This design comes from an exercise in tuning for small area and a short achievable clock period on the open sky130 flow, not from production work.
At most, simulation tests tie the RTL to the original design; equivalence was not proved.
For runs 5 and 6, only the layout was checked, not whether the RTL still works.
Power figures rest on the tool's default switching activity, not on a simulated workload.

--- config.mk ---
export PLATFORM = sky130hd
export DESIGN_NAME = wavegen
export DESIGN_NICKNAME = wavegen
export VERILOG_FILES = /design/flow/design.v
export SDC_FILE = /design/flow/constraint.sdc
export NUM_CORES = 4
export LEC_CHECK = 0
export CAP_MARGIN = 20
export CORE_MARGIN = 2
export CORE_UTILIZATION = 70
export CTS_BUF_LIST = sky130_fd_sc_hd__clkbuf_4
export CTS_CLUSTER_DIAMETER = 25
export SLEW_MARGIN = 20
--- constraint.sdc ---
create_clock -name core_clock -period 60.0 [get_ports {clk}]
set_input_delay 12.0000 -clock core_clock [delete_from_list [all_inputs] [get_ports {clk}]]
set_output_delay 12.0000 -clock core_clock [all_outputs]
set_load 0.01 [all_outputs]
--- design.v ---
module wavegen (
    input  wire        clk,
    input  wire        rst,             
    input  wire [7:0]  cmd,
    input  wire        cmd_valid,
    output wire        cmd_ready,
    output reg         pin,
    output wire        running,
    output wire [31:0] freq_out,
    output wire [31:0] inc_out,
    output wire [7:0]  duty_high_out,
    output wire [7:0]  duty_low_out
);
    localparam [20:0] F_MAX = 21'd1_250_000;   
    localparam [34:0] NUM   = 35'd1_562_500;   
    reg [20:0] freq8;        
    reg        inc_sel;
    reg [3:0]  duty_j;       
    reg        run;
    reg        ready;
    reg [20:0] rem_r;        
    reg [13:0] quo;          
    reg [3:0]  dcnt;         
    reg [13:0] clkdiv_m1;    
    reg [13:0] tick_cnt;
    reg [3:0]  pattern_j;
    reg [3:0]  fq0, fq1, fq2, fq3;   
    reg [2:0]  fifo_cnt;
    reg [3:0]  cur_j;
    reg [3:0]  osr_rem;
    wire [11:0] lo_is, lo_il, lo_ds, lo_dl;
    wavegen_addk #(.W(11), .K(11'd125),  .SUB(0)) u_is (.a(freq8[10:0]), .s(lo_is));
    wavegen_addk #(.W(11), .K(11'd1250), .SUB(0)) u_il (.a(freq8[10:0]), .s(lo_il));
    wavegen_addk #(.W(11), .K(11'd125),  .SUB(1)) u_ds (.a(freq8[10:0]), .s(lo_ds));
    wavegen_addk #(.W(11), .K(11'd1250), .SUB(1)) u_dl (.a(freq8[10:0]), .s(lo_dl));
    wire [9:0]  hi_p, hi_m;
    assign hi_p[0] = 1'b1;
    assign hi_m[0] = 1'b1;
    genvar gi;
    generate
        for (gi = 1; gi < 10; gi = gi + 1) begin : g_hi
            assign hi_p[gi] = hi_p[gi-1] &  freq8[10+gi];
            assign hi_m[gi] = hi_m[gi-1] & !freq8[10+gi];
        end
    endgenerate
    wire [3:0] sat = {freq8[20:8] < 13'd5,
                      freq8[20:7] == 14'd0,
                      freq8[20:9] >= 12'd2439,
                      &(freq8 | ~F_MAX)};
    wire [21:0] rem2 = {rem_r, quo[13]};
    wire [21:0] flip;            
    wire        qbit;            
    wavegen_sub22 u_div (.a(rem2), .b({1'b0, freq8}), .x(flip), .nb(qbit));
    wire        dload = !ready && dcnt == 4'd14;
    wire        dstep = !ready && dcnt[3:1] != 3'b111;    
    always @(posedge clk) begin
        if (dload) begin
            rem_r <= NUM[34:14];
            quo   <= NUM[13:0];
        end else begin
            rem_r <= rem2[20:0] ^ ({21{qbit}} & flip[20:0]);
            if (dstep)
                quo <= {quo[12:0], qbit};
        end
    end
    wire [3:0] j_step = (duty_j == 4'd9) ? 4'd1 : duty_j + 4'd1;
    wire [5:0] dh = (duty_j == 4'd1) ? 6'd5  : (duty_j == 4'd2) ? 6'd10 :
                    (duty_j == 4'd3) ? 6'd15 : (duty_j == 4'd4) ? 6'd20 :
                    (duty_j == 4'd5) ? 6'd25 : (duty_j == 4'd6) ? 6'd30 :
                    (duty_j == 4'd7) ? 6'd35 : (duty_j == 4'd8) ? 6'd40 : 6'd45;
    wire [5:0] dl = 6'd50 - dh;
    wire tz   = tk_b;               
    wire [13:0] tick_dec;
    wire        tk_b;
    wavegen_addk #(.W(14), .K(14'd1), .SUB(1)) u_tk (.a(tick_cnt), .s({tk_b, tick_dec}));
    wire rz   = (osr_rem == 4'd0);
    wire pull = tz & rz;
    wire push = !fifo_cnt[2];
    reg [3:0] head;
    always @(*) begin
        case (fifo_cnt[1:0])
            2'd3:    head = fq1;
            2'd2:    head = fq2;
            2'd1:    head = fq3;
            default: head = fq0;
        endcase
    end
    wire pin_tick = rz ? 1'b0 : (osr_rem <= cur_j);
    always @(posedge clk) begin
        if (!run) begin
            tick_cnt <= clkdiv_m1;
            osr_rem  <= 4'd0;
            fifo_cnt <= 3'd0;
        end else begin
            tick_cnt <= tz ? clkdiv_m1 : tick_dec;
            if (tz)
                osr_rem <= rz ? 4'd9 : osr_rem - 4'd1;
            if (push && !pull)
                fifo_cnt <= fifo_cnt + 3'd1;
            else if (pull && !push)
                fifo_cnt <= fifo_cnt - 3'd1;
        end
        if (pull)
            cur_j <= head;
        if (push) begin
            fq3 <= pattern_j;
            fq2 <= fq3;
            fq1 <= fq2;
            fq0 <= fq1;
        end
    end
    wire [20:0] freq8_d;
    wire        inc_sel_d, run_d, ready_d, pin_d, div_load;
    wire [3:0]  duty_j_d;
    wire [3:0]  dcnt_d;
    wavegen_late u_late (
        .rst(rst), .cmd(cmd), .cmd_valid(cmd_valid),
        .ready(ready), .run(run), .pin(pin), .inc_sel(inc_sel),
        .freq8(freq8), .lo_is(lo_is), .lo_il(lo_il), .lo_ds(lo_ds), .lo_dl(lo_dl),
        .hi_p(hi_p), .hi_m(hi_m), .sat(sat),
        .duty_j(duty_j), .j_step(j_step),
        .dcnt(dcnt), .tz(tz), .pin_tick(pin_tick),
        .freq8_d(freq8_d), .inc_sel_d(inc_sel_d), .duty_j_d(duty_j_d),
        .run_d(run_d), .ready_d(ready_d), .dcnt_d(dcnt_d), .pin_d(pin_d),
        .div_load(div_load)
    );
    always @(posedge clk) begin
        freq8   <= freq8_d;
        inc_sel <= inc_sel_d;
        duty_j  <= duty_j_d;
        run     <= run_d;
        ready   <= ready_d;
        dcnt    <= dcnt_d;
        pin     <= pin_d;
        if (div_load) begin
            clkdiv_m1 <= quo;
            pattern_j <= duty_j;
        end
    end
    assign cmd_ready     = ready;
    assign running       = run;
    assign freq_out      = {8'd0, freq8, 3'd0};
    assign inc_out       = inc_sel ? 32'd10_000 : 32'd1_000;
    assign duty_high_out = {1'b0, dh, 1'b0};
    assign duty_low_out  = {1'b0, dl, 1'b0};
endmodule
module wavegen_late (
    input  wire        rst,
    input  wire [7:0]  cmd,
    input  wire        cmd_valid,
    input  wire        ready,
    input  wire        run,
    input  wire        pin,
    input  wire        inc_sel,
    input  wire [20:0] freq8,
    input  wire [11:0] lo_is, lo_il, lo_ds, lo_dl,
    input  wire [9:0]  hi_p, hi_m,
    input  wire [3:0]  sat,
    input  wire [3:0]  duty_j, j_step,
    input  wire [3:0]  dcnt,
    input  wire        tz,
    input  wire        pin_tick,
    output wire [20:0] freq8_d,
    output wire        inc_sel_d,
    output wire [3:0]  duty_j_d,
    output wire        run_d,
    output wire        ready_d,
    output wire [3:0]  dcnt_d,
    output wire        pin_d,
    output wire        div_load
);
    localparam [20:0] F_MIN = 21'd125;
    localparam [20:0] F_MAX = 21'd1_250_000;
    localparam [20:0] F_RST = 21'd2_500;
    wire acc     = cmd_valid & ready & (cmd[3:1] == 3'b000);
    wire c_fr    = acc & (cmd[7:5] == 3'b001);             
    wire c_sel   = acc & (cmd[7:4] == 4'h4);
    wire acc0    = acc & !cmd[0];
    wire c_start = acc0 & (cmd[7:4] == 4'h1);
    wire c_step  = acc0 & (cmd[7:4] == 4'h5);
    wire c_sync  = acc0 & (cmd[7:4] == 4'h6);
    wire c_stop  = acc0 & (cmd[7:4] == 4'h7);
    wire dec     = cmd[4];
    wire sel     = cmd[0];
    reg [11:0] lo;
    reg        sat_x;
    always @(*) begin
        case ({dec, sel})
            2'b00:   begin lo = lo_is; sat_x = sat[0]; end
            2'b01:   begin lo = lo_il; sat_x = sat[1]; end
            2'b10:   begin lo = lo_ds; sat_x = sat[2]; end
            default: begin lo = lo_dl; sat_x = sat[3]; end
        endcase
    end
    wire        cy    = lo[11];
    wire [9:0]  hi    = freq8[20:11] ^ ({10{cy & !dec}} & hi_p | {10{cy & dec}} & hi_m);
    wire [20:0] f_new = sat_x ? (dec ? F_MIN : F_MAX) : {hi, lo[10:0]};
    assign freq8_d   = rst ? F_RST : c_fr ? f_new : freq8;
    assign inc_sel_d = rst ? 1'b1 : c_sel ? sel : inc_sel;
    assign duty_j_d  = rst ? 4'd5 : c_step ? j_step : duty_j;
    assign run_d     = !rst & (c_start | (run & !c_stop));
    assign ready_d   = !rst & !c_fr & (ready | dcnt == 4'd15);
    assign dcnt_d    = (rst | c_fr) ? 4'd14 : dcnt - 4'd1;
    assign pin_d     = rst ? 1'b0 :
                       !run ? (c_start | pin) :
                       (tz & !c_stop) ? pin_tick : pin;
    assign div_load  = !run | c_sync | c_stop;    
endmodule
module wavegen_addk #(parameter W = 8, parameter [W-1:0] K = 0, parameter SUB = 0) (
    input  wire [W-1:0] a,
    output wire [W:0]   s
);
    wire [W:0] c;
    assign c[0] = 1'b0;
    genvar i;
    generate
        for (i = 0; i < W; i = i + 1) begin : g
            assign s[i] = a[i] ^ K[i] ^ c[i];
            if (SUB == 0)
                assign c[i+1] = K[i] ? (a[i] | c[i]) : (a[i] & c[i]);
            else
                assign c[i+1] = K[i] ? (!a[i] | c[i]) : (!a[i] & c[i]);
        end
    endgenerate
    assign s[W] = c[W];
endmodule
module wavegen_sub22 (
    input  wire [21:0] a,
    input  wire [21:0] b,
    output wire [21:0] x,
    output wire        nb
);
    wire [22:0] c;               
    assign c[0] = 1'b0;
    genvar i;
    generate
        for (i = 0; i < 22; i = i + 1) begin : g
            wire p = a[i] ^ b[i];
            assign x[i]   = b[i] ^ c[i];
            assign c[i+1] = p ? b[i] : c[i];
        end
    endgenerate
    assign nb = !c[22];
endmodule
--- flow/run.sh ---
#!/bin/bash
# Layout flow: the standard ORFS flow (standard.sh) with the settings in
# flow/extra.mk added on top of the standard flow's config.mk:
#  - SETUP_SLACK_MARGIN: repair_timing keeps working until every path has this
#    much slack at the design's clock period, so the gates on the paths from
#    the inputs and to the outputs get sized and buffered for speed;
#  - ADDER_MAP_FILE empty: Yosys does not extract half/full adder cells, so
#    ABC maps the (ripple) arithmetic to plain gates, which is smaller here;
#  - BUFFER_PORTS_ARGS: the cell the port buffers start from.
# The clock period, constraints and synthesis script are the standard flow's.
set -euo pipefail
W=$(pwd)
{ echo "include $W/config.mk"; cat flow/extra.mk; } > "$W/flow_config.mk"
sed "s#DESIGN_CONFIG=[^ ]*#DESIGN_CONFIG=$W/flow_config.mk#" standard.sh > flow_standard.sh
bash flow_standard.sh > flow_make.log 2>&1
--- flow/extra.mk ---
export SETUP_SLACK_MARGIN = 46.3
export ADDER_MAP_FILE =
export BUFFER_PORTS_ARGS = -buffer_cell sky130_fd_sc_hd__buf_2
export SKIP_REPAIR_TIE_FANOUT = 1
--- standard.sh ---
#!/bin/bash
# synth_recipe.tcl (not shown) runs the flow's synth.tcl, then flattens the netlist and writes it again
# the make line also repeats each setting of config.mk as NAME=value (left out here)
make -C /OpenROAD-flow-scripts/flow DESIGN_CONFIG=/design/flow/config.mk WORK_HOME=/design/flow/orfs CLKGATE_MAP_FILE= SYNTH_SCRIPT=/design/flow/synth_recipe.tcl "${@:-finish}"
==> qor.csv, run 1 <==
stage,metric,value,unit
outcome,status,timing/DRC/antenna clean,
yosys,number of distinct library cells after synthesis,72,
timing,relative slew slack,51.8,%
yosys,ys flop type,dfxtp_1,
yosys,sequential share of the synthesized area,41.1,%
yosys,asr flop ratio synth,0,%
routing,DRT iter0 DRCs,465,
hold_path,hold crit path type,reg -> reg,
timing,TNS Setup,0,ps
routing,Post-Route WL,16100,um
clocking,clk sink count,127,
critical_path,Startpoint Class,primary input,
power,P_int,158,uW
routing,routed vias/inst,6.19,
timing,f_max,73.1,MHz
place,Post-DP HPWL,10900,um
yosys,yosys warns,2,
routing,drt first pass iters,6,
clocking,CTS tree,done,
critical_path,Worst EP arrival,14140,ps
power,Sequential Power Share,48.0,%
place,PortBufs,53,
power,Pwr Density,31.9,mW/mm^2
floorplanning,CORE AREA,0.00982,sq mm
routing,Post-DRT Antenna Nets,0,
yosys,share of the synthesized area in the top cell type,25.0,%
power,clock share of power,24.9,%
yosys,Synth area leader,dfxtp_1,
floorplanning,# IOs,94,
yosys,mapped cell area,0.00711,sq mm
power,Gate power share,27.0,%
power,switching power,84.3,uW
final_layout,Area Growth Syn to Fin,6.63,%
power,leak pwr,2.80,nW
yosys,largest cells by area after synthesis,"dfxtp_1, edfxtp_1, o21ai_0",
routing,number of remaining DRC errors,0,
global_route,number of global-route vias before repair,5632,
timing,Final Hold Violating Endpoints,0,
clocking,CTS root buf,clkbuf_4,
clocking,CTS max path bufs,2,
clocking,"Clk Latency, worst-skew pair",530,ps
yosys,Synth Instances,826,
power,Max IR drop VDD,0.0227,mV
critical_path,Worst setup EP type,register,
power,Sw Ratio,34.8,%
clocking,H-Tree Depth,4,
global_route,GRT Total Usage,29.2,%
yosys,syn_nets,837,
floorplanning,row cnt,36,
floorplanning,die width,105,um
final_layout,fraction of layout instances using a drive strength above 1,17.1,%
critical_path,WP data required,60460,ps
hold_path,Min-Delay Startpoint,pattern_j[0],
routing,wire per inst,16.7,um
timing,slew at the pin closest to its max-slew limit,720,ps
global_route,antenna violations before repair,0,
yosys,Yosys reg bits,127,
global_route,global route overflow,0,
final_layout,final core occ,77.3,%
global_route,largest net degree at the start of global routing,40,
global_route,global-route wire length before repair,26100,um
yosys,Mapped Avg Cell Area,8.61,sq um
yosys,"EDFF count, synth",38,
timing,max-slew violations,0,
routing,via count,5969,
timing,RSZ-0062 raised after global routing,true,
critical_path,worst-path fanout max,4,
floorplanning,die height,105,um
timing,Final Setup Violations,0,
job,max-cap check violation count,0,
critical_path,type of the worst setup path,in -> reg,
place,RePlAce Congestion,0.885,
clocking,TritonCTS buffer count,17,
timing,final worst-path cycle share,22.8,%
floorplanning,Starting Density,72.5,%
timing,clk_skew,16.4,ps
final_layout,nets@finish,829,
timing,post-layout min period,13670,ps
final_layout,n_diodes,0,
floorplanning,die area,0.0110,sq mm
critical_path,FF-to-FF Start,freq8[1],
clocking,Worst-path clk slew,120,ps
critical_path,Crit. Startpoint,cmd[0],
==> critical path, stage by stage <==
cell	delay [ps]
buf_16	110
nand2b_4	150
a211oi_4	250
nand2_2	100
a21oi_2	180
a211oi_2	60
nand4b_1	250
or2_1	310
nor3_2	110
nor2_1	70
or4_1	390
a31oi_1	160
==> power by group through the flow <==
stage               Clock [mW]  Combinational (mW)  Sequential, mW
finish                  0.0604              0.0655           0.116
global route            0.0653              0.0736           0.119
CTS                     0.0612              0.0647           0.116
detailed placement           0              0.0639           0.118
global placement             0              0.0616           0.117
floorplan                    0              0.0566           0.114
==> cells in the mapped netlist (3+ instances only) <==
cell type   n
a31oi_1    14
nand2_1    54
nor4_1      4
buf_2       5
maj3_1      9
nand3_1    20
o21ai_0    71
xnor2_1    27
mux4_2      5
a22o_1      8
and3_1      3
nor2b_1    22
a21oi_1    63
o21a_1      6
nor3b_1     5
edfxtp_1   38
or3_1      31
xor2_1     15
nand2b_1   33
a211oi_1    6
a21boi_0    4
nor2_1     63
dfxtp_1    89
o22ai_1     6
mux2i_1     3
a21o_1      3
buf_4      47
o31ai_1     3
nand4_1     5
or4_1       4
and2_1      6
o22a_1      6
nor3_1     29
a311oi_1    4
clkbuf_1   40
o211ai_1    4
inv_1      23
==> cell usage in the layout (no fill, tap or decap), types with 5 or more instances in the layout <==
| cell type | Yosys | routed |
|---|---|---|
| xor2_1 | 15 | 15 |
| xnor2_1 | 27 | 26 |
| nor3_1 | 29 | 26 |
| o21a_1 | 6 | 6 |
| maj3_1 | 9 | 9 |
| nand3_1 | 20 | 20 |
| or3_1 | 31 | 31 |
| edfxtp_1 | 38 | 38 |
| nand4_1 | 5 | 5 |
| and2_1 | 6 | 5 |
| nor2b_1 | 22 | 19 |
| a31oi_1 | 14 | 14 |
| buf_2 | 5 | 51 |
| dfxtp_1 | 89 | 85 |
| buf_4 | 47 | 12 |
| clkbuf_4 | 0 | 17 |
| nor2_1 | 63 | 61 |
| nand2_1 | 54 | 53 |
| inv_1 | 23 | 23 |
| a22o_1 | 8 | 8 |
| o22ai_1 | 6 | 6 |
| a21oi_1 | 63 | 62 |
| o22a_1 | 6 | 6 |
| nor3b_1 | 5 | 5 |
| o21ai_0 | 71 | 69 |
| nand2b_1 | 33 | 32 |
| mux4_2 | 5 | 5 |
==> metrics by stage <==
step | std cells | setup slack (ps) | power (mW) | instance area (sq um) | hold WS [ps]
CTS | 953 | 46240 | 0.242 | 7360 | 416
detailed placement | 916 | 45410 | 0.182 | 7020 | 405
finish | 964 | 46330 | 0.242 | 7590 | 414
global placement | 916 | 45470 | 0.179 | 7020 | 402
global route | 964 | 46220 | 0.257 | 7590 | 440
floorplan | 826 | 45880 | 0.171 | 7160 | 400
==> repair_timing <==
item / in CTS / in global routing
cloned: 0 / 1
pin swaps: 3 / 14
hold buffers: 0 / 0
gates resized for setup: 10 / 27
setup buffers: 5 / 10
endpoints found under the setup margin: 15 / 23
==> metal layers <==
metal,wire (um),global-route usage [%],vias up
li1,-,-,2899
met2,8130,50.2,208
met4,445,11.0,0
met5,0,0,-
met1,6750,36.2,2821
met3,786,5.93,41
==> final timing paths <==
path                     to  slack, ps  cells past startpoint
setup reg to reg  rem_r[17]      56060                     11
hold / removal       fq3[0]        410                      0
hold reg to reg      fq3[0]        410                      0
setup / recovery  freq8[20]      46330                     12
==> state kept, by name, summed over array words and instances, names as in the netlist <==
name,count
clkdiv_m1,14
cur_j,4
dcnt,4
duty_j,4
fifo_cnt,3
fq0,4
fq1,4
fq2,4
fq3,4
freq8,21
inc_sel,1
osr_rem,4
pattern_j,4
pin,1
quo,14
ready,1
rem_r,21
run,1
tick_cnt,14
==> cells by family (layout without fill, tap and decap cells) <==
group,count (synthesis),count (layout),share of synthesized area (%)
AND/OR/NAND/NOR,291,291,21.3
AO/OA/AOI/OAI,224,224,19.5
flip-flops,127,127,41.1
buffers and inverters,120,125,9.11
XOR/XNOR,42,42,5.17
multiplexers,11,11,2.48
adder cells (fa/ha/maj),9,9,1.27
other,2,2,0.106
==> area by class of cell <==
cell class	count	area, sq um
tap	133	166
clock buffer	17	128
multi-input combinational	579	3660
clock inverter	15	159
sequential	127	2940
inverter	24	90.1
fill	706	2230
timing repair buffer	69	452
==> run 2, diff against run 1 <==
==> flow/extra.mk (replaced) <==
export SETUP_SLACK_MARGIN = 46.5
export ADDER_MAP_FILE =
export BUFFER_PORTS_ARGS = -buffer_cell sky130_fd_sc_hd__buf_2
export SKIP_REPAIR_TIE_FANOUT = 1
--- a/config.mk
+++ b/config.mk
@@ -8,6 +8,5 @@
 export CAP_MARGIN = 20
 export CORE_MARGIN = 2
 export CORE_UTILIZATION = 70
-export CTS_BUF_LIST = sky130_fd_sc_hd__clkbuf_4
-export CTS_CLUSTER_DIAMETER = 25
+export CTS_BUF_LIST = sky130_fd_sc_hd__clkbuf_4 sky130_fd_sc_hd__clkbuf_8
 export SLEW_MARGIN = 20
==> run 2 against run 1 <==
Effect of this change:
- highest routed layer unchanged
- via count rose by 1.7%
- register-to-register slack worse by 60 ps
- maximum frequency shrank 1.0%
- routed wire length up 4.6%
- critical path type unchanged
- clock skew rose by 0.67 ps
==> qor.csv, run 2 <==
stage,metric,value,unit
routing,number of remaining DRC errors,0,
routing,Post-Route WL,16900,um
yosys,share of the synthesized area in the top cell type,25.0,%
yosys,Yosys reg bits,127,
timing,Final Hold Violating Endpoints,0,
yosys,mapped cell area,0.00711,sq mm
global_route,global route overflow,0,
critical_path,FF-to-FF Start,freq8[1],
routing,wire per inst,17.4,um
global_route,antenna violations before repair,0,
floorplanning,# IOs,94,
global_route,global-route wire length before repair,26700,um
clocking,H-Tree Depth,4,
timing,TNS Setup,0,ps
final_layout,"commonest non-fill, non-tap cells in the layout","dfxtp_1, o21ai_0, a21oi_1, nor2_1",
yosys,most common cell in the netlist,dfxtp_1,
yosys,Compound-Gate Fraction of Synth Area,19.5,%
job,max-cap check violation count,0,
power,leak pwr,2.91,nW
clocking,CTS tree,done,
yosys,syn_nets,837,
critical_path,WP data required,60380,ps
floorplanning,Starting Density,72.5,%
timing,post-layout min period,13810,ps
global_route,largest net degree at the start of global routing,40,
yosys,post-synthesis simple-gate area fraction,21.3,%
hold_path,Min-Delay Startpoint,pattern_j[3],
global_route,GRT Total Usage,29.9,%
routing,routed vias/inst,6.25,
power,Sequential Power Share,44.9,%
yosys,number of distinct library cells after synthesis,72,
place,RePlAce Congestion,0.912,
critical_path,Startpoint Class,primary input,
critical_path,worst-path fanout max,3,
place,PortBufs,53,
power,Sw Ratio,32.2,%
timing,relative slew slack,50.5,%
critical_path,Worst EP arrival,14190,ps
routing,DRT iter0 DRCs,549,
critical_path,type of the worst setup path,in -> reg,
place,Post-DP HPWL,10500,um
outcome,status,timing/DRC/antenna clean,
clocking,Post-CTS Hold Fix Bufs,0,
final_layout,nets@finish,836,
yosys,yosys warns,2,
yosys,sequential share of the synthesized area,41.1,%
yosys,"EDFF count, synth",38,
final_layout,fin cells,971,
final_layout,final core occ,80.0,%
clocking,"Clk Latency, worst-skew pair",450,ps
clocking,CTS root buf,clkbuf_8,
yosys,XOR/XNOR share of the synthesized area,5.17,%
floorplanning,die height,105,um
yosys,Synth Area in Adders,1.27,%
place,dpl cells,917,
critical_path,Crit. Startpoint,cmd[0],
yosys,Synth Instances,826,
final_layout,fraction of layout instances using a drive strength above 1,19.8,%
routing,drt first pass iters,6,
timing,final worst-path cycle share,23.0,%
final_layout,n_diodes,0,
clocking,TritonCTS buffer count,17,
clocking,CTS max path bufs,2,
power,clock share of power,29.4,%
power,Max IR drop VDD,0.0284,mV
timing,RSZ-0062 raised after global routing,true,
timing,slew at the pin closest to its max-slew limit,738,ps
yosys,Mapped Avg Cell Area,8.61,sq um
final_layout,"commonest non-fill, non-tap cell in the layout",dfxtp_1,
power,P_int,176,uW
timing,max-slew violations,0,
floorplanning,CORE AREA,0.00982,sq mm
routing,Post-DRT Antenna Nets,0,
routing,via count,6072,
global_route,number of global-route vias before repair,5759,
critical_path,Worst setup EP type,register,
power,Pwr Density,33.0,mW/mm^2
floorplanning,row cnt,36,
yosys,ys flop type,dfxtp_1,
yosys,most frequent cells after synthesis,"dfxtp_1, o21ai_0, a21oi_1, nor2_1, nand2_1",
final_layout,Top Registers,"freq8: 21 flops, rem_r: 21 flops",
power,switching power,83.6,uW
yosys,Synth area leader,dfxtp_1,
yosys,post-synthesis mux area share,2.48,%
hold_path,hold crit path type,reg -> reg,
yosys,largest cells by area after synthesis,"dfxtp_1, edfxtp_1, o21ai_0",
floorplanning,die width,105,um
final_layout,Area Growth Syn to Fin,10.5,%
yosys,asr flop ratio synth,0,%
timing,Final Setup Violations,0,
clocking,Worst-path clk slew,80,ps
power,Gate power share,25.7,%
yosys,largest family of logic cells by synthesized area,simple AND/OR/NAND/NOR gates,
floorplanning,die area,0.0110,sq mm
clocking,clk sink count,127,
timing,clk_skew,17.0,ps
timing,f_max,72.4,MHz
run 2: cell types whose count changed in the layout (fill, tap and decap cells not counted), moves of 3 or more:
cell / delta
a21oi_1: -4
a21oi_2: +4
buf_4: +6
clkbuf_4: -13
clkbuf_8: +17
clkinv_4: -3
nand2_1: -3
nand2_2: +3
nor2_1: -3
run 2: kinds of logic after synthesis:
kind of cell,after synthesis
AOI/OAI and AO/OA,224
muxes,11
DFF,127
and+or+nand+nor,291
xor gates and xnor gates,42
buffers and inverters,120
adders and majority gates,9
other,2
run 2: final timing paths:
kind                    end  slack (ps)  depth (start not counted)
setup / recovery  freq8[20]       46190                         12
hold / removal       fq3[3]         430                          0
setup reg to reg  rem_r[11]       56000                         11
hold reg to reg      fq3[3]         430                          0
run 2: cell type report:
cell class                 count  area, sq um
multi-input combinational    579         3720
sequential                   127         2940
fill                         671         1960
timing repair buffer          76          538
clock buffer                  21          264
tap                          133          166
clock inverter                11          143
inverter                      24         90.1
run 2: what timing repair did:
item / CTS / global route
resized for setup: 35 / 23
buffers inserted: 13 / 8
pin swaps: 13 / 10
endpoints found under the setup margin: 25 / 26
cloned: 1 / 0
run 2: metal layers:
metal	up-vias	wire, um	global-route usage [%]
li1	2911	-	-
met1	2874	6810	35.2
met2	232	8560	51.8
met3	55	866	6.67
met4	0	618	14.4
met5	-	0	0
run 2: critical path, stage by stage:
cell      delay [ps]
buf_16           100
nand2b_4         150
a211oi_4         230
nand2_2          110
a21oi_2          200
a211oi_2          60
nand4b_1         250
or2_1            310
nor3_1           150
nor2_1            70
or4_1            400
a31oi_1          160
run 2: power groups by stage:
stage	combinational (mW)	clock (mW)	sequential, mW
6_report	0.0666	0.0763	0.116
5_1_grt	0.0754	0.0809	0.118
4_1_cts	0.0656	0.0769	0.116
3_5_place_dp	0.0642	0	0.118
3_3_place_gp	0.0616	0	0.117
2_1_floorplan	0.0567	0	0.114
run 2: through the flow:
stage / power [mW] / hold WS, ps / area [sq um] / setup slack [ps]
detailed placement: 0.182 / 406 / 7040 / 45390
global route: 0.275 / 427 / 7860 / 46120
CTS: 0.258 / 424 / 7710 / 46280
global placement: 0.179 / 401 / 7040 / 45470
floorplan: 0.171 / 400 / 7190 / 45880
finish: 0.259 / 428 / 7860 / 46190
==> run 3, diff against run 2 <==
--- a/design.v
+++ b/design.v
@@ -68,7 +68,10 @@
                     (duty_j == 4'd3) ? 6'd15 : (duty_j == 4'd4) ? 6'd20 :
                     (duty_j == 4'd5) ? 6'd25 : (duty_j == 4'd6) ? 6'd30 :
                     (duty_j == 4'd7) ? 6'd35 : (duty_j == 4'd8) ? 6'd40 : 6'd45;
-    wire [5:0] dl = 6'd50 - dh;
+    wire [5:0] dl = (duty_j == 4'd1) ? 6'd45 : (duty_j == 4'd2) ? 6'd40 :
+                    (duty_j == 4'd3) ? 6'd35 : (duty_j == 4'd4) ? 6'd30 :
+                    (duty_j == 4'd5) ? 6'd25 : (duty_j == 4'd6) ? 6'd20 :
+                    (duty_j == 4'd7) ? 6'd15 : (duty_j == 4'd8) ? 6'd10 : 6'd5;
     wire tz   = tk_b;               
     wire [13:0] tick_dec;
     wire        tk_b;
--- a/config.mk
+++ b/config.mk
@@ -8,5 +8,5 @@
 export CAP_MARGIN = 20
 export CORE_MARGIN = 2
 export CORE_UTILIZATION = 70
-export CTS_BUF_LIST = sky130_fd_sc_hd__clkbuf_4 sky130_fd_sc_hd__clkbuf_8
+export CTS_BUF_LIST = sky130_fd_sc_hd__clkbuf_4
 export SLEW_MARGIN = 20
==> run 3 against run 2 <==
Effect of this change:
- still clean
- maximum frequency increased by 2.1%
- utilization shrank 3.2 points
- global-route usage fell by 0.82 points
- clock power decreased by about 30%
- sequential share of layout area increased by 1.6 points
- count of clock-buffer cells in the layout down 1
- register-to-register slack improved by 110 ps
- largest power group unchanged
==> qor.csv, run 3 <==
stage,metric,value,unit
floorplanning,die area,0.0110,sq mm
critical_path,Worst EP arrival,1530,ps
floorplanning,die height,105,um
timing,slew at the pin closest to its max-slew limit,754,ps
critical_path,CP max-delay cell,dfxtp_4,
final_layout,n_diodes,0,
place,RePlAce Congestion,0.915,
routing,Post-DRT Antenna Nets,0,
routing,Post-Route WL,15800,um
yosys,share of the synthesized area in the top cell type,25.1,%
place,DP Area,0.00707,sq mm
routing,drt first pass iters,5,
critical_path,WP data required,48000,ps
final_layout,"commonest non-fill, non-tap cells in the layout","dfxtp_1, nand2_1, o21ai_0",
final_layout,"commonest non-fill, non-tap cell in the layout",dfxtp_1,
clocking,H-Tree Depth,4,
yosys,asr flop ratio synth,0,%
floorplanning,CORE AREA,0.00982,sq mm
job,max-cap check violation count,0,
power,Total Power,238,uW
critical_path,worst-path fanout max,5,
global_route,global route overflow,0,
final_layout,Area Growth Syn to Fin,6.05,%
yosys,Mapped Avg Cell Area,8.55,sq um
yosys,most frequent cells after synthesis,"dfxtp_1, nand2_1, o21ai_0",
yosys,most common cell in the netlist,dfxtp_1,
critical_path,max incr delay on CP,400,ps
power,Max IR drop VDD,0.0161,mV
timing,Final Setup Violations,0,
power,Pwr Density,31.5,mW/mm^2
yosys,Synth Instances,832,
routing,via count,6056,
global_route,antenna violations before repair,0,
yosys,Synth area leader,dfxtp_1,
routing,number of remaining DRC errors,0,
global_route,number of global-route vias before repair,5667,
final_layout,fraction of layout instances using a drive strength above 1,18.9,%
routing,wire per inst,16.3,um
routing,DRT iter0 DRCs,598,
timing,relative slew slack,49.5,%
global_route,global-route wire length before repair,26100,um
timing,Final Hold Violating Endpoints,0,
timing,TNS Setup,0,ps
final_layout,final core occ,76.8,%
clocking,TritonCTS buffer count,17,
yosys,Yosys reg bits,127,
hold_path,hold crit path type,reg -> reg,
power,leak pwr,2.81,nW
yosys,number of distinct library cells after synthesis,73,
yosys,ys flop type,dfxtp_1,
timing,max-slew violations,0,
yosys,syn_nets,843,
clocking,CTS tree,done,
yosys,mapped cell area,0.00711,sq mm
global_route,largest net degree at the start of global routing,39,
yosys,yosys warns,2,
critical_path,Startpoint Class,register,
yosys,"EDFF count, synth",38,
floorplanning,Starting Density,72.4,%
outcome,status,timing/DRC/antenna clean,
critical_path,Worst setup EP type,output pin,
floorplanning,die width,105,um
yosys,sequential share of the synthesized area,41.1,%
global_route,GRT Total Usage,29.1,%
yosys,largest cells by area after synthesis,"dfxtp_1, edfxtp_1, o21ai_0",
timing,RSZ-0062 raised after global routing,true,
final_layout,Top Registers,"freq8: 21 flops, rem_r: 21 flops",
clocking,clk sink count,127,
final_layout,nets@finish,834,
timing,f_max,73.9,MHz
clocking,CTS max path bufs,2,
timing,final worst-path cycle share,22.6,%
timing,clk_skew,19.9,ps
place,Post-DP HPWL,10900,um
routing,routed vias/inst,6.26,
floorplanning,row cnt,36,
clocking,CTS root buf,clkbuf_4,
critical_path,critical-path cell list,"inv_4, nand2_4, o21ai_2, a21oi_1, o22ai_1, buf_2",
timing,fin worst setup slack,46470,ps
place,PortBufs,53,
clocking,Worst-path clk slew,120,ps
timing,post-layout min period,13530,ps
final_layout,design area,0.00754,sq mm
clocking,"Clk Latency, worst-skew pair",530,ps
place,Post-Place Worst Slack,45680,ps
floorplanning,# IOs,94,
critical_path,type of the worst setup path,reg -> out,
[run 3: changes by cell type after synthesis, moves of 4 or more]
cell      delta
xnor2_1      +8
inv_1        +8
o211ai_1     +9
xor2_1       -5
nand2_1     +27
o22ai_1      -4
nor3_1       -5
a21oi_1     -13
or3_1       -14
nor2b_1      -9
nand2b_1     -9
a211o_1      +4
a22oi_1      +5
[run 3: metrics by stage]
step,cells,hold slack (ps)
after floorplan,832,400
after global placement,925,403
after detailed placement,925,406
after CTS,961,434
after global routing,968,450
final,968,434
[run 3: kinds of logic after synthesis]
group | count (synthesis) | synth area share [%]
buffers and inverters | 126 | 9.31
xor gates and xnor gates | 45 | 5.54
DFF | 127 | 41.1
muxes | 6 | 1.57
and+or+nand+nor | 288 | 20.2
other | 2 | 0.106
AOI/OAI and AO/OA | 228 | 20.7
adders and majority gates | 10 | 1.41
[run 3: power breakdown]
part / leakage [nW] / switching, mW / internal (mW) / total (mW)
clock network: 0.135 / 0.0317 / 0.0215 / 0.0531
logic: 1.55 / 0.0357 / 0.0316 / 0.0672
registers: 1.12 / 0.0138 / 0.104 / 0.118
[run 3: layout make-up]
| class | instances | area, sq um |
|---|---|---|
| well taps | 133 | 166 |
| inverters | 31 | 119 |
| fillers | 720 | 2280 |
| clock buffers | 20 | 150 |
| clock inverters | 11 | 95.1 |
| repair buffers | 67 | 387 |
| flip-flops and latches | 127 | 2940 |
| multi-input cells | 579 | 3680 |
[run 3: timing repair]
action,CTS,global route
setup buffers,5,7
hold buffers,0,0
setup endpoints to repair,25,30
pin swaps,1,8
gates resized for setup,23,25
[run 3: worst max-delay path, delay by kind of cell, from the launching register on]
kind	cells	cell delay [ps]
AO/OA/AOI/OAI	3	290
buffers and inverters	2	240
flip-flops	1	400
AND/OR/NAND/NOR	1	70
[run 3: path summary, 6_finish.rpt]
path | startpoint | slack, ps | to | cells past startpoint
max | duty_j[2] | 46470 | duty_low_out[4] | 6
min | pattern_j[2] | 430 | fq3[2] | 0
max reg2reg | freq8[9] | 56110 | rem_r[6] | 11
min reg2reg | pattern_j[2] | 430 | fq3[2] | 0
[run 3: layer usage]
metal,track usage [%],vias up,share of wire [%]
met2,47.9,244,48
met3,6.30,29,6.1
met1,37.7,2883,44
met4,11.0,0,1.5
met5,0,-,0
li1,-,2900,-
==> run 4, diff against run 3 <==
==> flow/extra.mk (replaced) <==
export SETUP_SLACK_MARGIN = 46.3
export ADDER_MAP_FILE =
export BUFFER_PORTS_ARGS = -buffer_cell sky130_fd_sc_hd__buf_2
export SKIP_REPAIR_TIE_FANOUT = 1
==> run 4 against run 3 <==
Effect of this change:
- routed wire length up 3.0%
- non-clock buffer count down 9
- via count down 0.28%
- sequential power about the same
- global-route usage up 0.95 points
- critical path type is now in -> reg
==> qor.csv, run 4 <==
stage,metric,value,unit
outcome,status,timing/DRC/antenna clean,
floorplanning,die area,0.0110,sq mm
clocking,"Clk Latency, worst-skew pair",520,ps
clocking,TritonCTS buffer count,17,
place,DP Area,0.00704,sq mm
floorplanning,die width,105,um
final_layout,design area,0.00742,sq mm
critical_path,Worst setup EP type,register,
place,Post-DP HPWL,11400,um
floorplanning,Starting Density,72.4,%
yosys,sequential share of the synthesized area,41.1,%
final_layout,fraction of layout instances using a drive strength above 1,15.5,%
clocking,CTS root buf,clkbuf_4,
floorplanning,die height,105,um
final_layout,"commonest non-fill, non-tap cell in the layout",dfxtp_1,
routing,wire per inst,17.0,um
yosys,"EDFF count, synth",38,
timing,Hold WS,437,ps
yosys,most common cell in the netlist,dfxtp_1,
clocking,Worst-path clk slew,110,ps
place,Post-Place Worst Slack,45640,ps
clocking,CTS max path bufs,2,
yosys,Synth Instances,832,
yosys,number of distinct library cells after synthesis,73,
floorplanning,CORE AREA,0.00982,sq mm
timing,max-slew violations,0,
yosys,Synth area leader,dfxtp_1,
timing,relative slew slack,33.2,%
clocking,H-Tree Depth,4,
critical_path,type of the worst setup path,in -> reg,
critical_path,Worst EP arrival,14080,ps
global_route,global-route wire length before repair,26600,um
yosys,Mapped Avg Cell Area,8.55,sq um
global_route,global route overflow,0,
yosys,largest cells by area after synthesis,"dfxtp_1, edfxtp_1, o21ai_0",
final_layout,Area Growth Syn to Fin,4.38,%
yosys,Yosys reg bits,127,
global_route,number of global-route vias before repair,5648,
routing,Post-Route WL,16300,um
clocking,CTS tree,done,
timing,TNS Setup,0,ps
routing,via count,6039,
yosys,ys flop type,dfxtp_1,
power,leak pwr,2.76,nW
timing,fin worst setup slack,46340,ps
final_layout,Top Registers,"freq8: 21 flops, rem_r: 21 flops",
yosys,mapped cell area,0.00711,sq mm
timing,f_max,73.2,MHz
yosys,asr flop ratio synth,0,%
routing,number of remaining DRC errors,0,
final_layout,"commonest non-fill, non-tap cells in the layout","dfxtp_1, nand2_1, o21ai_0",
routing,DRT iter0 DRCs,533,
timing,Final Hold Violating Endpoints,0,
place,PortBufs,53,
job,max-cap check violation count,0,
timing,post-layout min period,13660,ps
global_route,largest net degree at the start of global routing,39,
critical_path,WP data required,60410,ps
timing,Final Setup Violations,0,
timing,final worst-path cycle share,22.8,%
floorplanning,# IOs,94,
power,Pwr Density,33.9,mW/mm^2
hold_path,hold crit path type,reg -> reg,
final_layout,final core occ,75.6,%
routing,Post-DRT Antenna Nets,0,
yosys,syn_nets,843,
clocking,clk sink count,127,
yosys,most frequent cells after synthesis,"dfxtp_1, nand2_1, o21ai_0",
final_layout,nets@finish,825,
place,RePlAce Congestion,0.908,
timing,clk_skew,16.7,ps
clocking,Post-CTS Hold Fix Bufs,0,
floorplanning,row cnt,36,
timing,slew at the pin closest to its max-slew limit,1000,ps
routing,routed vias/inst,6.29,
routing,drt first pass iters,5,
global_route,GRT Total Usage,30.1,%
power,Max IR drop VDD,0.0178,mV
critical_path,worst-path fanout max,29,
global_route,antenna violations before repair,0,
final_layout,n_diodes,0,
critical_path,Startpoint Class,primary input,
timing,RSZ-0062 raised after global routing,true,
yosys,share of the synthesized area in the top cell type,25.1,%
yosys,yosys warns,2,
run 4: report_power, final:
| group | switching, mW | internal (mW) | total (mW) |
|---|---|---|---|
| Sequential | 0.0142 | 0.104 | 0.118 |
| Combinational | 0.0370 | 0.0314 | 0.0684 |
| Clock | 0.0314 | 0.0342 | 0.0656 |
run 4: critical path, stage by stage:
cell and delay [ps]:
buf_4 260, o21bai_1 160, a22oi_1 100, or4_4 440
nor2_4 240, inv_2 90, nand2_2 130, nor3_1 60
a311oi_1 220, a31oi_1 70, a2111oi_1 300
run 4: final timing paths:
path                startpoint         to  depth (start not counted)  slack (ps)
hold / removal    pattern_j[1]     fq3[1]                          0         440
hold reg to reg   pattern_j[1]     fq3[1]                          0         440
setup / recovery        cmd[0]  freq8[12]                         11       46340
setup reg to reg      freq8[0]   rem_r[2]                         11       55930
run 4: metrics by stage:
step / std cells / total power [mW]
6_report: 960 / 0.252
5_1_grt: 960 / 0.266
4_1_cts: 957 / 0.251
3_5_place_dp: 925 / 0.186
3_3_place_gp: 925 / 0.181
2_1_floorplan: 832 / 0.173
run 4: final cells by class:
type | instances | area [sq um]
clock buffers | 20 | 150
clock inverters | 12 | 168
fillers | 692 | 2400
inverters | 31 | 116
multi-input cells | 579 | 3580
flip-flops and latches | 127 | 2940
well taps | 133 | 166
repair buffers | 58 | 308
run 4: timing repair:
action / CTS / global route
resized for setup: 5 / 14
buffers inserted: 0 / 3
pin swaps: 1 / 1
endpoints found under the setup margin: 10 / 21
cloned: 0 / 0
run 4: cell families (layout without fill, tap and decap cells):
kind of cell | after synthesis | after routing | share of synthesized area (%)
AND/OR/NAND/NOR | 288 | 288 | 20.2
AO/OA/AOI/OAI | 228 | 228 | 20.7
flip-flops | 127 | 127 | 41.1
buffers and inverters | 126 | 121 | 9.31
XOR/XNOR | 45 | 45 | 5.54
adder cells (fa/ha/maj) | 10 | 10 | 1.41
multiplexers | 6 | 6 | 1.57
other | 2 | 2 | 0.106
run 4: metal layers:
metal  global-route usage, %  vias to the layer above  wire (um)
li1                        -                     2892          -
met1                    38.4                     2854       6860
met2                    50.5                      256       8030
met3                    5.55                       37       1070
met4                    11.8                        0        336
met5                       0                        -          0
==> run 5, diff against run 4 <==
--- a/design.v
+++ b/design.v
@@ -63,7 +63,10 @@
                 quo <= {quo[12:0], qbit};
         end
     end
-    wire [3:0] j_step = (duty_j == 4'd9) ? 4'd1 : duty_j + 4'd1;
+    wire [3:0] j_step = (duty_j == 4'd1) ? 4'd2 : (duty_j == 4'd2) ? 4'd3 :
+                        (duty_j == 4'd3) ? 4'd4 : (duty_j == 4'd4) ? 4'd5 :
+                        (duty_j == 4'd5) ? 4'd6 : (duty_j == 4'd6) ? 4'd7 :
+                        (duty_j == 4'd7) ? 4'd8 : (duty_j == 4'd8) ? 4'd9 : 4'd1;
     wire [5:0] dh = (duty_j == 4'd1) ? 6'd5  : (duty_j == 4'd2) ? 6'd10 :
                     (duty_j == 4'd3) ? 6'd15 : (duty_j == 4'd4) ? 6'd20 :
                     (duty_j == 4'd5) ? 6'd25 : (duty_j == 4'd6) ? 6'd30 :
@@ -72,10 +75,10 @@
                     (duty_j == 4'd3) ? 6'd35 : (duty_j == 4'd4) ? 6'd30 :
                     (duty_j == 4'd5) ? 6'd25 : (duty_j == 4'd6) ? 6'd20 :
                     (duty_j == 4'd7) ? 6'd15 : (duty_j == 4'd8) ? 6'd10 : 6'd5;
-    wire tz   = tk_b;               
     wire [13:0] tick_dec;
     wire        tk_b;
     wavegen_addk #(.W(14), .K(14'd1), .SUB(1)) u_tk (.a(tick_cnt), .s({tk_b, tick_dec}));
+    wire tz   = tk_b;               
     wire rz   = (osr_rem == 4'd0);
     wire pull = tz & rz;
     wire push = !fifo_cnt[2];
==> run 5 against run 4 <==
Effect of this change:
- first-iteration DRC count grew 9.6%
- design area increased by 4.6%
- global-route usage shrank 0.31 points
- flip-flop and latch count unchanged
- area after synthesis grew 2.2%
- combinational power up 8.0%
- clock power decreased by 5.5%
- clock skew fell by 1.7 ps
- utilization rose by 0.65 points
- final cell count increased by 0.83%
- non-clock buffer count grew 13
- maximum frequency is 0.10% higher
==> qor.csv, run 5 <==
stage,metric,value,unit
routing,highest routed layer,met4,
global_route,global-route wire length before repair,26500,um
floorplanning,row cnt,37,
yosys,most common cell in the netlist,dfxtp_1,
timing,Final Setup Violations,0,
hold_path,hold crit path type,reg -> reg,
yosys,share of the synthesized area in the top cell type,24.5,%
yosys,mapped cell area,0.00727,sq mm
global_route,global route overflow,0,
yosys,largest family of logic cells by synthesized area,simple AND/OR/NAND/NOR gates,
floorplanning,CORE AREA,0.0102,sq mm
routing,drt first pass iters,6,
clocking,clk sink count,127,
final_layout,FF+latch area,0.00294,sq mm
global_route,antenna violations before repair,0,
place,Post-DP HPWL,10900,um
yosys,"EDFF count, synth",38,
timing,final worst-path cycle share,22.7,%
floorplanning,die height,106,um
final_layout,Area Growth Syn to Fin,6.87,%
yosys,XOR/XNOR share of the synthesized area,6.51,%
critical_path,Worst setup EP type,output pin,
final_layout,fraction of layout instances using a drive strength above 1,18.4,%
yosys,ys flop type,dfxtp_1,
yosys,number of distinct library cells after synthesis,76,
critical_path,type of the worst setup path,reg -> out,
critical_path,worst-path fanout max,6,
yosys,asr flop ratio synth,0,%
routing,wire per inst,16.9,um
power,leak pwr,2.99,nW
floorplanning,# IOs,94,
clocking,CTS tree,done,
routing,Post-DRT Antenna Nets,0,
routing,routed vias/inst,6.23,
yosys,largest cells by area after synthesis,"dfxtp_1, edfxtp_1, buf_4",
routing,number of remaining DRC errors,0,
timing,TNS Setup,0,ps
place,PortBufs,53,
final_layout,"commonest non-fill, non-tap cells in the layout","dfxtp_1, nor2_1, o21ai_0",
outcome,status,timing/DRC/antenna clean,
yosys,syn_nets,836,
floorplanning,Starting Density,71.4,%
yosys,Synth Instances,825,
yosys,Mapped Avg Cell Area,8.81,sq um
final_layout,nets@finish,830,
critical_path,Worst EP arrival,1650,ps
routing,DR WL met2,7820,um
timing,slew at the pin closest to its max-slew limit,876,ps
clocking,"Clk Latency, worst-skew pair",540,ps
final_layout,Multi-input gate area,0.00383,sq mm
clocking,CTS root buf,clkbuf_4,
final_layout,final core occ,76.3,%
routing,via count,6030,
yosys,yosys warns,2,
clocking,CTS max path bufs,2,
yosys,post-synthesis mux area share,2.62,%
timing,max-slew violations,0,
routing,DRT iter0 DRCs,584,
yosys,most frequent cells after synthesis,"dfxtp_1, nor2_1, o21ai_0",
clocking,Post-CTS Hold Fix Bufs,0,
place,RePlAce Congestion,0.864,
job,max-cap check violation count,0,
yosys,post-synthesis simple-gate area fraction,21.7,%
final_layout,Top Registers,"freq8: 21 flops, rem_r: 21 flops",
clocking,TritonCTS buffer count,17,
timing,RSZ-0062 raised after global routing,true,
global_route,GRT Total Usage,29.8,%
timing,fin worst setup slack,46350,ps
critical_path,WP data required,48000,ps
critical_path,Startpoint Class,register,
clocking,Worst-path clk slew,120,ps
floorplanning,die width,106,um
routing,Post-Route WL,16300,um
yosys,sequential share of the synthesized area,40.2,%
power,Pwr Density,32.3,mW/mm^2
place,Post-Place Worst Slack,45550,ps
final_layout,Fill cells,775,
routing,wire length on met1,7110,um
final_layout,"commonest non-fill, non-tap cell in the layout",dfxtp_1,
timing,relative slew slack,41.6,%
timing,Final Hold Violating Endpoints,0,
power,Max IR drop VDD,0.0257,mV
floorplanning,die area,0.0112,sq mm
yosys,Synth area leader,dfxtp_1,
global_route,number of global-route vias before repair,5625,
clocking,H-Tree Depth,4,
routing,met3 wire len,880,um
yosys,Compound-Gate Fraction of Synth Area,17.9,%
yosys,Synth Area in Adders,1.98,%
yosys,Yosys reg bits,127,
timing,post-layout min period,13650,ps
timing,clk_skew,15.0,ps
timing,f_max,73.3,MHz
final_layout,n_diodes,0,
global_route,largest net degree at the start of global routing,39,
run 5: cell types whose count changed after synthesis, moves of 8 or more:
cell | before | now
o211ai_1 | 13 | 2
nand4_1 | 5 | 19
nand2b_1 | 24 | 32
xor2_1 | 10 | 27
mux2i_1 | 1 | 10
nand2_1 | 81 | 55
o21ai_0 | 73 | 58
or3_1 | 17 | 6
xnor2_1 | 35 | 27
run 5: layout make-up:
class                   count  share of cell area [%]
repair buffers             71                    5.53
clock buffers              18                    1.74
flip-flops and latches    127                    37.8
well taps                 136                    2.19
inverters                  25                    1.29
multi-input cells         577                    49.3
clock inverters            14                    2.16
run 5: power by group:
part	total (mW)	leakage (nW)	internal (mW)	switching (mW)
Sequential	0.115	1.12	0.103	0.0113
Clock	0.0620	0.156	0.0293	0.0327
Combinational	0.0739	1.72	0.0329	0.0410
run 5: logic make-up after synthesis:
family	Yosys count
mux	14
compound gates	196
buf+inv	121
flops	127
simple gates	297
fa+ha+maj	14
xor+xnor	54
other cells	2
run 5: routing by layer:
layer,track usage [%],up-vias
met1,38.2,2863
met4,14.7,0
met2,48.8,214
li1,-,2911
met3,5.33,42
met5,0,-
run 5: worst max-delay path: stages (launching register included):
cell and delay (ps):
dfxtp_4 400, buf_6 130, nor3_1 60, or3b_4 380
buf_2 150
run 5: final timing paths:
| path | startpoint | to | slack, ps | cells after the start |
|---|---|---|---|---|
| min | pattern_j[2] | fq3[2] | 430 | 0 |
| max reg2reg | freq8[1] | rem_r[5] | 56200 | 10 |
| min reg2reg | pattern_j[2] | fq3[2] | 430 | 0 |
| max | duty_j[1] | duty_low_out[1] | 46350 | 4 |
run 5: metrics by stage:
step / area (sq um) / hold slack [ps] / cells / total power [mW]
6_report: 7770 / 426 / 968 / 0.251
5_1_grt: 7770 / 431 / 968 / 0.266
4_1_cts: 7580 / 425 / 957 / 0.251
3_5_place_dp: 7220 / 407 / 920 / 0.189
3_3_place_gp: 7220 / 407 / 920 / 0.186
2_1_floorplan: 7340 / 400 / 825 / 0.178
run 5: repair_timing:
action                                 in CTS  in global routing
buffers inserted                            5                 11
setup endpoints to repair                  26                 26
pin swaps                                   0                  2
gates resized for setup                    11                 25
endpoints found under the hold margin       0                  0
==> run 6, diff against run 5 <==
--- a/design.v
+++ b/design.v
@@ -28,11 +28,11 @@
     reg [2:0]  fifo_cnt;
     reg [3:0]  cur_j;
     reg [3:0]  osr_rem;
-    wire [11:0] lo_is, lo_il, lo_ds, lo_dl;
-    wavegen_addk #(.W(11), .K(11'd125),  .SUB(0)) u_is (.a(freq8[10:0]), .s(lo_is));
-    wavegen_addk #(.W(11), .K(11'd1250), .SUB(0)) u_il (.a(freq8[10:0]), .s(lo_il));
-    wavegen_addk #(.W(11), .K(11'd125),  .SUB(1)) u_ds (.a(freq8[10:0]), .s(lo_ds));
-    wavegen_addk #(.W(11), .K(11'd1250), .SUB(1)) u_dl (.a(freq8[10:0]), .s(lo_dl));
+    wire [11:0] sum_is, sum_il, sum_ds, sum_dl;
+    wavegen_addk #(.W(11), .K(11'd125),  .SUB(0)) u_is (.a(freq8[10:0]), .s(sum_is));
+    wavegen_addk #(.W(11), .K(11'd1250), .SUB(0)) u_il (.a(freq8[10:0]), .s(sum_il));
+    wavegen_addk #(.W(11), .K(11'd125),  .SUB(1)) u_ds (.a(freq8[10:0]), .s(sum_ds));
+    wavegen_addk #(.W(11), .K(11'd1250), .SUB(1)) u_dl (.a(freq8[10:0]), .s(sum_dl));
     wire [9:0]  hi_p, hi_m;
     assign hi_p[0] = 1'b1;
     assign hi_m[0] = 1'b1;
@@ -47,6 +47,10 @@
                       freq8[20:7] == 14'd0,
                       freq8[20:9] >= 12'd2439,
                       &(freq8 | ~F_MAX)};
+    wire [11:0] lo_is = sat[0] ? {1'b0, 11'd720}      : sum_is;
+    wire [11:0] lo_il = sat[1] ? {freq8[11], 11'd720} : sum_il;
+    wire [11:0] lo_ds = sat[2] ? {1'b0, 11'd125}      : sum_ds;
+    wire [11:0] lo_dl = sat[3] ? {1'b0, 11'd125}      : sum_dl;
     wire [21:0] rem2 = {rem_r, quo[13]};
     wire [21:0] flip;            
     wire        qbit;            
@@ -63,22 +67,16 @@
                 quo <= {quo[12:0], qbit};
         end
     end
-    wire [3:0] j_step = (duty_j == 4'd1) ? 4'd2 : (duty_j == 4'd2) ? 4'd3 :
-                        (duty_j == 4'd3) ? 4'd4 : (duty_j == 4'd4) ? 4'd5 :
-                        (duty_j == 4'd5) ? 4'd6 : (duty_j == 4'd6) ? 4'd7 :
-                        (duty_j == 4'd7) ? 4'd8 : (duty_j == 4'd8) ? 4'd9 : 4'd1;
+    wire [3:0] j_step = (duty_j == 4'd9) ? 4'd1 : duty_j + 4'd1;
     wire [5:0] dh = (duty_j == 4'd1) ? 6'd5  : (duty_j == 4'd2) ? 6'd10 :
                     (duty_j == 4'd3) ? 6'd15 : (duty_j == 4'd4) ? 6'd20 :
                     (duty_j == 4'd5) ? 6'd25 : (duty_j == 4'd6) ? 6'd30 :
                     (duty_j == 4'd7) ? 6'd35 : (duty_j == 4'd8) ? 6'd40 : 6'd45;
-    wire [5:0] dl = (duty_j == 4'd1) ? 6'd45 : (duty_j == 4'd2) ? 6'd40 :
-                    (duty_j == 4'd3) ? 6'd35 : (duty_j == 4'd4) ? 6'd30 :
-                    (duty_j == 4'd5) ? 6'd25 : (duty_j == 4'd6) ? 6'd20 :
-                    (duty_j == 4'd7) ? 6'd15 : (duty_j == 4'd8) ? 6'd10 : 6'd5;
+    wire [5:0] dl = 6'd50 - dh;
+    wire tz   = tk_b;               
     wire [13:0] tick_dec;
     wire        tk_b;
     wavegen_addk #(.W(14), .K(14'd1), .SUB(1)) u_tk (.a(tick_cnt), .s({tk_b, tick_dec}));
-    wire tz   = tk_b;               
     wire rz   = (osr_rem == 4'd0);
     wire pull = tz & rz;
     wire push = !fifo_cnt[2];
@@ -123,7 +121,7 @@
         .rst(rst), .cmd(cmd), .cmd_valid(cmd_valid),
         .ready(ready), .run(run), .pin(pin), .inc_sel(inc_sel),
         .freq8(freq8), .lo_is(lo_is), .lo_il(lo_il), .lo_ds(lo_ds), .lo_dl(lo_dl),
-        .hi_p(hi_p), .hi_m(hi_m), .sat(sat),
+        .hi_p(hi_p), .hi_m(hi_m),
         .duty_j(duty_j), .j_step(j_step),
         .dcnt(dcnt), .tz(tz), .pin_tick(pin_tick),
         .freq8_d(freq8_d), .inc_sel_d(inc_sel_d), .duty_j_d(duty_j_d),
@@ -161,7 +159,6 @@
     input  wire [20:0] freq8,
     input  wire [11:0] lo_is, lo_il, lo_ds, lo_dl,
     input  wire [9:0]  hi_p, hi_m,
-    input  wire [3:0]  sat,
     input  wire [3:0]  duty_j, j_step,
     input  wire [3:0]  dcnt,
     input  wire        tz,
@@ -189,19 +186,19 @@
     wire dec     = cmd[4];
     wire sel     = cmd[0];
     reg [11:0] lo;
-    reg        sat_x;
     always @(*) begin
         case ({dec, sel})
-            2'b00:   begin lo = lo_is; sat_x = sat[0]; end
-            2'b01:   begin lo = lo_il; sat_x = sat[1]; end
-            2'b10:   begin lo = lo_ds; sat_x = sat[2]; end
-            default: begin lo = lo_dl; sat_x = sat[3]; end
+            2'b00:   begin lo = lo_is; end
+            2'b01:   begin lo = lo_il; end
+            2'b10:   begin lo = lo_ds; end
+            default: begin lo = lo_dl; end
         endcase
     end
-    wire        cy    = lo[11];
-    wire [9:0]  hi    = freq8[20:11] ^ ({10{cy & !dec}} & hi_p | {10{cy & dec}} & hi_m);
-    wire [20:0] f_new = sat_x ? (dec ? F_MIN : F_MAX) : {hi, lo[10:0]};
-    assign freq8_d   = rst ? F_RST : c_fr ? f_new : freq8;
+    wire        g_inc = c_fr & !dec & lo[11];
+    wire        g_dec = c_fr &  dec & lo[11];
+    assign freq8_d[10:0]  = rst ? F_RST[10:0] : c_fr ? lo[10:0] : freq8[10:0];
+    assign freq8_d[20:11] = rst ? F_RST[20:11] :
+                            freq8[20:11] ^ ({10{g_inc}} & hi_p | {10{g_dec}} & hi_m);
     assign inc_sel_d = rst ? 1'b1 : c_sel ? sel : inc_sel;
     assign duty_j_d  = rst ? 4'd5 : c_step ? j_step : duty_j;
     assign run_d     = !rst & (c_start | (run & !c_stop));
==> flow/extra.mk (replaced) <==
export SETUP_SLACK_MARGIN = 46.5
export ADDER_MAP_FILE =
export BUFFER_PORTS_ARGS = -buffer_cell sky130_fd_sc_hd__buf_2
export SKIP_REPAIR_TIE_FANOUT = 1
--- a/config.mk
+++ b/config.mk
@@ -7,6 +7,6 @@
 export LEC_CHECK = 0
 export CAP_MARGIN = 20
 export CORE_MARGIN = 2
-export CORE_UTILIZATION = 70
-export CTS_BUF_LIST = sky130_fd_sc_hd__clkbuf_4
+export CORE_UTILIZATION = 40
+export CTS_BUF_LIST = sky130_fd_sc_hd__clkbuf_8
 export SLEW_MARGIN = 20
==> run 6 against run 5 <==
Effect of this change:
- setup slack better by 130 ps
- sequential share of layout area fell by 1.7 points
- combinational power is 5.8% lower
- die area is 76% higher
- non-clock buffer count increased by 1
- flip-flop and latch count stayed put
- via count is 3.9% lower
- critical path type unchanged
- largest cell class unchanged
- hold slack worse by 5.0 ps
- highest routed layer unchanged
==> qor.csv, run 6 <==
stage,metric,value,unit
yosys,"EDFF count, synth",38,
yosys,Synth Instances,845,
final_layout,n_diodes,0,
clocking,H-Tree Depth,4,
timing,clk_skew,11.7,ps
critical_path,type of the worst setup path,reg -> out,
clocking,CTS root buf,clkbuf_8,
timing,f_max,74.0,MHz
timing,slew at the pin closest to its max-slew limit,888,ps
floorplanning,# IOs,94,
yosys,asr flop ratio synth,0,%
yosys,largest cells by area after synthesis,"dfxtp_1, edfxtp_1, xnor2_1",
floorplanning,die height,141,um
timing,post-layout min period,13520,ps
yosys,number of distinct library cells after synthesis,76,
global_route,number of global-route vias before repair,5285,
timing,Final Setup Violations,0,
yosys,Synth area leader,dfxtp_1,
final_layout,Fill cells,1778,
global_route,antenna violations before repair,0,
critical_path,Worst EP arrival,1520,ps
power,Max IR drop VDD,0.0152,mV
timing,final worst-path cycle share,22.5,%
timing,Final Hold Violating Endpoints,0,
global_route,GRT Total Usage,16.9,%
timing,TNS Setup,0,ps
floorplanning,CORE AREA,0.0181,sq mm
routing,Post-DRT Antenna Nets,0,
place,Post-DP HPWL,11400,um
clocking,CTS max path bufs,2,
place,RePlAce Congestion,0.894,
global_route,largest net degree at the start of global routing,39,
routing,DRT iter0 DRCs,433,
yosys,ys flop type,dfxtp_1,
job,max-cap check violation count,0,
clocking,clk sink count,127,
critical_path,WP data required,48000,ps
clocking,TritonCTS buffer count,17,
outcome,status,timing/DRC/antenna clean,
critical_path,Worst setup EP type,output pin,
floorplanning,Starting Density,41.2,%
timing,relative slew slack,40.3,%
routing,drt first pass iters,7,
critical_path,CP max-delay cell,dfxtp_4,
timing,RSZ-0062 raised after global routing,true,
timing,fin worst setup slack,46480,ps
place,PortBufs,53,
power,Pwr Density,32.8,mW/mm^2
final_layout,Multi-input gate area,0.00397,sq mm
power,Total Power,267,uW
place,Post-Place Worst Slack,45740,ps
clocking,CTS tree,done,
global_route,global-route wire length before repair,27000,um
final_layout,"commonest non-fill, non-tap cells in the layout","dfxtp_1, nor2_1, nand2_1",
power,leak pwr,3.08,nW
final_layout,nets@finish,851,
critical_path,critical-path cell list,"nor2b_4, nor2b_4, a21oi_2, nor2_1, nor2_1, buf_2",
routing,via count,5796,
final_layout,FF+latch area,0.00294,sq mm
critical_path,worst-path fanout max,8,
routing,routed vias/inst,5.36,
global_route,global route overflow,0,
critical_path,r2r setup slk,56450,ps
clocking,"Clk Latency, worst-skew pair",440,ps
routing,Post-Route WL,16500,um
critical_path,max incr delay on CP,420,ps
clocking,Post-CTS Hold Fix Bufs,0,
yosys,most common cell in the netlist,dfxtp_1,
yosys,share of the synthesized area in the top cell type,23.9,%
yosys,sequential share of the synthesized area,39.1,%
final_layout,Top Registers,"freq8: 21 flops, rem_r: 21 flops",
yosys,Yosys reg bits,127,
floorplanning,die area,0.0198,sq mm
hold_path,hold crit path type,reg -> reg,
timing,max-slew violations,0,
routing,number of remaining DRC errors,0,
final_layout,"commonest non-fill, non-tap cell in the layout",dfxtp_1,
yosys,Mapped Avg Cell Area,8.84,sq um
final_layout,fraction of layout instances using a drive strength above 1,19.9,%
clocking,Worst-path clk slew,70,ps
floorplanning,die width,141,um
floorplanning,row cnt,49,
yosys,mapped cell area,0.00747,sq mm
yosys,most frequent cells after synthesis,"dfxtp_1, nor2_1, nand2_1",
yosys,syn_nets,856,
final_layout,Area Growth Syn to Fin,8.96,%
critical_path,Startpoint Class,register,
yosys,yosys warns,2,
routing,wire per inst,15.2,um
-- run 6: changes by cell type after synthesis, moves of 7 or more --
cell,change
buf_6,+7
nand2_1,+19
nand4_1,-14
nor2_1,+13
nor3_2,+19
o21ai_0,-13
o22ai_1,+8
xnor2_1,+23
-- run 6: logic make-up (layout without fill, tap and decap cells) --
logic type                 count (synthesis)  count (layout)  synth area share [%]
AOI/OAI and AO/OA                        190             190                  17.3
xor gates and xnor gates                  71              71                  8.33
adders and majority gates                  9               9                  1.24
buffers and inverters                    120             128                  9.43
DFF                                      127             127                  39.1
muxes                                      9               9                  1.89
other                                      2               2                 0.101
and+or+nand+nor                          317             317                  22.6
-- run 6: worst paths after layout --
check / from / cells after the start / to
worst max register to register: freq8[5] / 13 / rem_r[6]
worst min register to register: pattern_j[0] / 0 / fq3[0]
worst max-delay path: duty_j[1] / 6 / duty_high_out[3]
worst min-delay path: pattern_j[0] / 0 / fq3[0]
-- run 6: layer usage --
| layer | track usage [%] | routed length, um | vias to the layer above | part of all wire [%] |
|---|---|---|---|---|
| li1 | - | - | 2926 | - |
| met1 | 23.9 | 8030 | 2687 | 49 |
| met2 | 25.9 | 7470 | 167 | 45 |
| met3 | 3.94 | 869 | 16 | 5.3 |
| met4 | 4.89 | 102 | 0 | 0.62 |
| met5 | 0 | 0 | - | 0 |
-- run 6: power breakdown --
part           internal [mW]  switching [mW]
logic                 0.0341          0.0355
registers              0.104          0.0123
clock network         0.0465          0.0348
-- run 6: worst max-delay path, delay by kind of cell (launching register included) --
| family | cells | cell delay (ps) |
|---|---|---|
| compound gates | 1 | 40 |
| buf+inv | 1 | 140 |
| flops | 1 | 420 |
| simple gates | 4 | 480 |
-- run 6: area by class of cell --
cell class	count	area share (%)
Timing Repair Buffer	72	5.06
Multi-Input combinational cell	598	48.7
Sequential cell	127	36.1
Tap cell	229	3.52
Clock buffer	18	3.04
Clock inverter	14	2.34
Inverter	24	1.18
-- run 6: metrics by stage --
step                      hold slack [ps]  util (%)  cell area, sq um  std cells
after floorplan                       400         -              7510        845
after global placement                402      41.2              7480       1036
after detailed placement              405      41.2              7480       1036
after CTS                             422      44.3              8050       1075
after global routing                  438      44.8              8140       1082
final                                 421      44.8              8140       1082
-- run 6: timing repair --
action / CTS / global route
pin swaps: 3 / 3
setup endpoints to repair: 31 / 25
gates resized for setup: 23 / 10
gates cloned: 0 / 0
setup buffers: 7 / 7

## what the ideal ports hide
How much do the figures lean on ideal ports? The routed layouts below were timed once more, with nothing changed but the port constraints. Step 1: set_driving_cell puts a clkbuf_16 on clk and a buf_2 on each other input, an assumption about the parent block. Step 2, shift: input delay + t, output delay - t, t = (earliest + latest rising clock arrival at the registers) / 2. This alone moves slack from input paths to output paths. a / b / c = ideal ports / drivers / drivers and shift; a / b = the first two.
run	shift t [ns]	slack for setup (ns)	worst data-port slew with drivers (ns)
run 1	0.557	46.329 / 46.254 / 45.697	0.16
run 2	0.475	46.185 / 46.129 / 45.654	0.13
run 3	0.553	46.466 / 46.432 / 45.954	0.04
run 4	0.550	46.337 / 46.347 / 45.798	0.04
run 5	0.564	46.351 / 46.319 / 45.865	0.04
run 6	0.472	46.478 / 46.440 / 46.050	0.05
After both steps setup and hold are still met in every run listed. The setup slack of run 1, which loses most, moves by -0.075 ns with the drivers and by -0.632 ns with both steps.
